This design comes from an exercise in tuning for a short achievable clock period and few clock cycles on the open sky130 flow, not from production work.
Only simulation tests tie the RTL to the original design; equivalence was not proved.
Power is estimated from default activity; no workload was simulated.

== red ==
==> flow/design.v (excerpt) <==
module asd_jtag_engine (
    input  wire        clk,
    input  wire        rst,
    input  wire        start,
    input  wire [11:0] data_size,
    input  wire        hw_mode,
    input  wire        chain_multi,
    input  wire        wscan_enforce,
    output reg         ready,
    output reg         done,
    output reg  [7:0]  status,
    output reg  [11:0] pl_addr,
    input  wire [7:0]  pl_data,
    output reg         call_valid,
    output reg  [3:0]  call_op,
    output reg  [15:0] call_arg,
    output reg  [15:0] call_arg2,
    output reg  [63:0] call_tdi,
    input  wire        call_ack,
    input  wire        call_fail,
    input  wire [63:0] call_rdata,
    output reg         rsp_valid,
    output reg  [7:0]  rsp_data
);
For scale: about 5200 cells after synthesis, roughly 1700 flip-flops, about 220 I/O pins, roughly 69000 sq um of cells after synthesis.
==> flow/config.mk <==
export PLATFORM = sky130hd
export DESIGN_NAME = asd_jtag_engine
export DESIGN_NICKNAME = asd_jtag_engine
export VERILOG_FILES = /design/flow/design.v
export SDC_FILE = /design/flow/constraint.sdc
export NUM_CORES = 4
export LEC_CHECK = 0
export ABC_CLOCK_PERIOD_IN_PS = 2500
export CAP_MARGIN = 20
export CORE_MARGIN = 2
export CORE_UTILIZATION = 55
export SETUP_SLACK_MARGIN = 3.4
export SLEW_MARGIN = 20
==> flow/constraint.sdc <==
create_clock -name core_clock -period 6.0 [get_ports {clk}]
set_input_delay 1.2000 -clock core_clock [delete_from_list [all_inputs] [get_ports {clk}]]
set_output_delay 1.2000 -clock core_clock [all_outputs]
set_load 0.01 [all_outputs]
standard.sh (not shown) runs the stock make flow with config.mk's settings and CLKGATE_MAP_FILE= SYNTH_SCRIPT=/design/flow/synth_recipe.tcl, a recipe that flattens the netlist after the stock synthesis.
==> flow/flow/run.sh <==
#!/bin/bash
export BUFFER_PORTS_ARGS="-buffer_cell sky130_fd_sc_hd__buf_4"
bash standard.sh > standard.log 2>&1
Testbench counts of red, summed over its fixed seeds: cycles 128,749.
Changes in blue relative to red:
-- flow/design.v --
<<< red, line 164
        end
    end
    wire        wrem_gt2  = (wrem[11:4] != 8'd0) || (wrem[3:0] > 4'd2);
    wire        wrem_gt3  = (wrem[11:4] != 8'd0) || (wrem[3:0] > 4'd3);
    wire [9:0]  jtag_tck = k_tck;
    wire [4:0]  multi_k  = {1'b0, b[3:0]} + 5'd1;
>>> blue, line 164
        end
    end
    reg         wrem_gt2, wrem_gt3;    
    wire [11:0] wrem_n    = ((dst[I_OP]) ? rem : wrem) - ((b_skip == 2'd1) ? 12'd2 : 12'd3);
    wire [9:0]  jtag_tck = k_tck;
    wire [4:0]  multi_k  = {1'b0, b[3:0]} + 5'd1;
<<< red, line 259
            end
        end
    end
    always @(*) begin
>>> blue, line 259
            end
        end
    end
    reg  [3:0]  t_pend_op;
    always @(*) begin
        if (rem_zero)
            t_pend_op = uwalk ? cand : tap;
        else if (!uwalk)
            t_pend_op = k_tap ? b[3:0] : tap;
        else
            t_pend_op = k_adopt ? b[3:0] : cand;
    end
    always @(*) begin
<<< red, line 408
    wire        i_qne    = (wp != rp);
    wire        i_ppend  = p_valid && (p_idx == rp);
    wire [3:0]  i_hend   = i_ppend ? p_end : t_pend;
    wire        i_hres   = f_res[rp] || i_ppend || (t_patch && (sidx == rp));
    wire        i_pop    = i_want && i_qne && i_hres;
    wire        i_byp    = i_want && !i_qne && t_push && t_res;
>>> blue, line 417
    wire        i_qne    = (wp != rp);
    wire        i_ppend  = p_valid && (p_idx == rp);
    wire [3:0]  i_hend   = i_ppend ? p_end : t_pend_op;
    wire        i_hres   = f_res[rp] || i_ppend || (t_patch && (dst[I_OP]) && (sidx == rp));
    wire        i_pop    = i_want && i_qne && i_hres;
    wire        i_byp    = i_want && !i_qne && t_push && t_res;
<<< red, line 480
            rwrem <= rem;
            wpc   <= t_jt;
            wrem  <= rem - ((b_skip == 2'd1) ? 12'd2 : 12'd3);
        end else if (pdv && (dst[I_PEEK])) begin
            wpc   <= t_jt;
            wrem  <= wrem - ((b_skip == 2'd1) ? 12'd2 : 12'd3);
        end
        f_cop[wp]   <= t_cop;
>>> blue, line 489
            rwrem <= rem;
            wpc   <= t_jt;
            wrem  <= wrem_n;
            wrem_gt2 <= (wrem_n > 12'd2);
            wrem_gt3 <= (wrem_n > 12'd3);
        end else if (pdv && (dst[I_PEEK])) begin
            wpc   <= t_jt;
            wrem  <= wrem_n;
            wrem_gt2 <= (wrem_n > 12'd2);
            wrem_gt3 <= (wrem_n > 12'd3);
        end
        f_cop[wp]   <= t_cop;
==> comparison <==
- Power after layout: blue vs red up about 2%
- Between blue and red, clock network power share is higher for blue, red comes in under that.
- Count of antenna diodes in the layout for blue is lower than for red.
- The higher maximum number of pins on one net before global-route repair of blue and red is in blue.
- As far as total stage count of the critical path goes, red and blue are indistinguishable; the numbers are identical.
- Changes observed in blue relative to red: sum of buffers and inverters on the critical path went down 1, combinational power went up, worst-case setup margin in the final layout saw an increase, final area shows no meaningful change.
- The met2 track utilization from global routing of blue is lower than that of red.
- Post-detailed-routing wire length shrinks by a few percent when moving from red to blue.
- blue vs red on average vias per placed instance: blue is the lower one.
- Number of placement rows: blue vs red identical
Testbench counts of blue, summed over its fixed seeds: cycles 128,939.


asd_jtag_engine, a different RTL version from the one above (not shown whole).
For scale: roughly 1600 flip-flops, roughly 220 I/O pins.
export LEC_CHECK = 0
export ABC_CLOCK_PERIOD_IN_PS = 2500
export CAP_MARGIN = 20
export CORE_MARGIN = 2
export CORE_UTILIZATION = 55
export SETUP_SLACK_MARGIN = 3.4
export SLEW_MARGIN = 20
create_clock -name core_clock -period 6.0 [get_ports {clk}]
Scripts as last shown in full above: flow/flow/run.sh
Testbench counts at the start, summed over its fixed seeds: cycles 128,088.
Change:
--- a/flow/design.v
+++ b/flow/design.v
@@ -189,47 +189,39 @@
     reg        t_opnd;         
     reg        t_newop;        
     reg [3:0]  t_ocnt;
     reg        t_newscan;      
     reg        t_walk;         
     reg        t_peek;         
     reg        t_rewind;       
     reg        t_mc;           
     reg        t_setx6;
     reg        t_settap;
-    wire [1:0]  e_kind = (dst[I_OPND]) ? cur_op[7:6] : b[7:6];
-    wire        x_tap  = (pl_data[7:4] == 4'h2);
-    wire        e_ok   = le[1] ||
-                         (dv && (x_tap ? !(m_hw && !le[2])
-                                       : ((pl_data[7:6] == e_kind) || ((e_kind == 2'b01) && !m_we))));
-    wire [3:0]  e_end  = (!le[1] && x_tap) ? pl_data[3:0] : tap;
     always @(*) begin
         t_tdi     = opnd;
         t_tdi[oidx*8 +: 8] = b;
         t_cop     = C_TAP_RESET;
         t_arg     = 16'd0;
         t_arg2    = 16'd0;
         t_emit    = E_NONE;
         t_nb      = 4'd1;
         t_chain   = 1'b0;
         t_tap     = tap;
         t_res     = 1'b1;
         t_op      = (dst[I_OPND]) ? cur_op : b;
         if (dst[I_OPND]) begin
             if (cur_op[7:6] != 2'b00) begin
                 t_cop  = C_SHIFT;
                 t_arg  = {6'd0, 1'b1, (cur_op[7:6] == 2'b11), 1'b0, cur_nbits};
                 t_emit = (cur_op[7:6] == 2'b11) ? E_SCAN : E_NONE;
                 t_nb   = cur_nb;
-                t_res  = e_ok;
-                t_arg2 = {12'd0, e_end};
-                t_tap  = e_end;
+                t_res  = 1'b0;
             end else begin
                 case (cur_op[4:0])
                     5'h00: begin
                         t_cop  = C_EVENT_CONFIG;
                         t_arg  = {9'd0, b[6:0]};
                         t_arg2 = {15'd0, b[7]};
                     end
                     5'h01: begin
                         t_cop  = C_SET_TCK;
                         t_arg  = {6'd0, k_tck};
@@ -272,23 +264,21 @@
                         t_arg2 = {b, opnd[23:16]};
                     end
                 endcase
             end
         end else begin
             if (b[7]) begin
                 t_cop  = C_SHIFT;
                 t_arg  = {6'd0, 1'b0, 1'b1, 1'b0, k_nbits};
                 t_emit = E_SCAN;
                 t_nb   = k_nb;
-                t_res  = e_ok;
-                t_arg2 = {12'd0, e_end};
-                t_tap  = e_end;
+                t_res  = 1'b0;
             end else if (k_tap) begin
                 t_cop  = C_SET_TAP_STATE;
                 t_arg  = {12'd0, b[3:0]};
                 t_tap  = b[3:0];
             end else if (k_op12) begin
                 t_cop  = C_WAIT_PRDY;
                 t_arg  = {8'd0, x6};
             end else begin
                 t_cop  = C_TAP_RESET;
                 t_tap  = 4'd0;
@@ -669,21 +659,21 @@
                 dst <= D_OP;
             if (t_end)
                 dfail <= 1'b0;
             else if (t_fail)
                 dfail <= 1'b1;
             if (t_settap)
                 tap <= t_tap;
             if (t_setx6)
                 x6 <= b;
             if (t_newscan) begin
-                unres <= !e_ok;
+                unres <= 1'b1;
                 uwalk <= 1'b0;
             end else if (t_walk) begin
                 uwalk <= 1'b1;
             end else if (t_patch || t_unpush) begin
                 unres <= 1'b0;
             end
             p_valid <= t_patch && !(i_pop && (sidx == rp));
             if (t_unpush)
                 wp <= wp - 3'd1;
             else if (t_push && !i_byp)
Result: Total power goes down by about 4%; non-clock buffer count goes up by 22; global-route usage goes down by 0.76 points; die area barely changes; critical path depth goes up by 2; clock skew goes down by 0.0033 ns; cell area goes down by about 0.9%; clock-buffer cell count goes down by 15; sequential power is about the same; core utilization goes down by 0.48 points; routed wire length goes down by about 3.4%.
Testbench counts after the change, summed over its fixed seeds: cycles 128,749.

## what the ideal ports hide
The results above use ideal ports. As a check the final layouts listed here were re-extracted and re-timed, cells and wires unchanged.
Step 1 sets driving cells, clkbuf_16 on the clock port and buf_2 on the other inputs (assumed; they add their load-dependent delay and slew).
Step 2 also shifts input and output timing later by t, the mid clock arrival at the registers, as if the neighbouring blocks saw the same clock.
a / b / c = ideal ports / drivers / drivers and shift; a / b = the first two.
run	t, ns	setup WS [ns]	hold slack, ns	slew at the worst register clock pin (ns)	worst slew at a driven data input, ns
red	0.873	3.182 / 3.182 / 2.724	0.404 / 0.404 / 0.404	0.07 / 0.07	0.09
blue	0.882	3.421 / 3.369 / 2.556	0.393 / 0.393 / 0.393	0.06 / 0.06	0.11
the first run of note 2	0.868	3.343 / 3.308 / 2.474	0.372 / 0.372 / 0.372	0.07 / 0.07	0.18
the second run of note 2	0.869	3.424 / 3.353 / 2.619	0.398 / 0.398 / 0.398	0.07 / 0.07	0.15
After both steps every run listed still meets setup and hold. The setup slack of the first run of note 2, which loses most, moves by -0.035 ns with the drivers and by -0.869 ns with both steps.
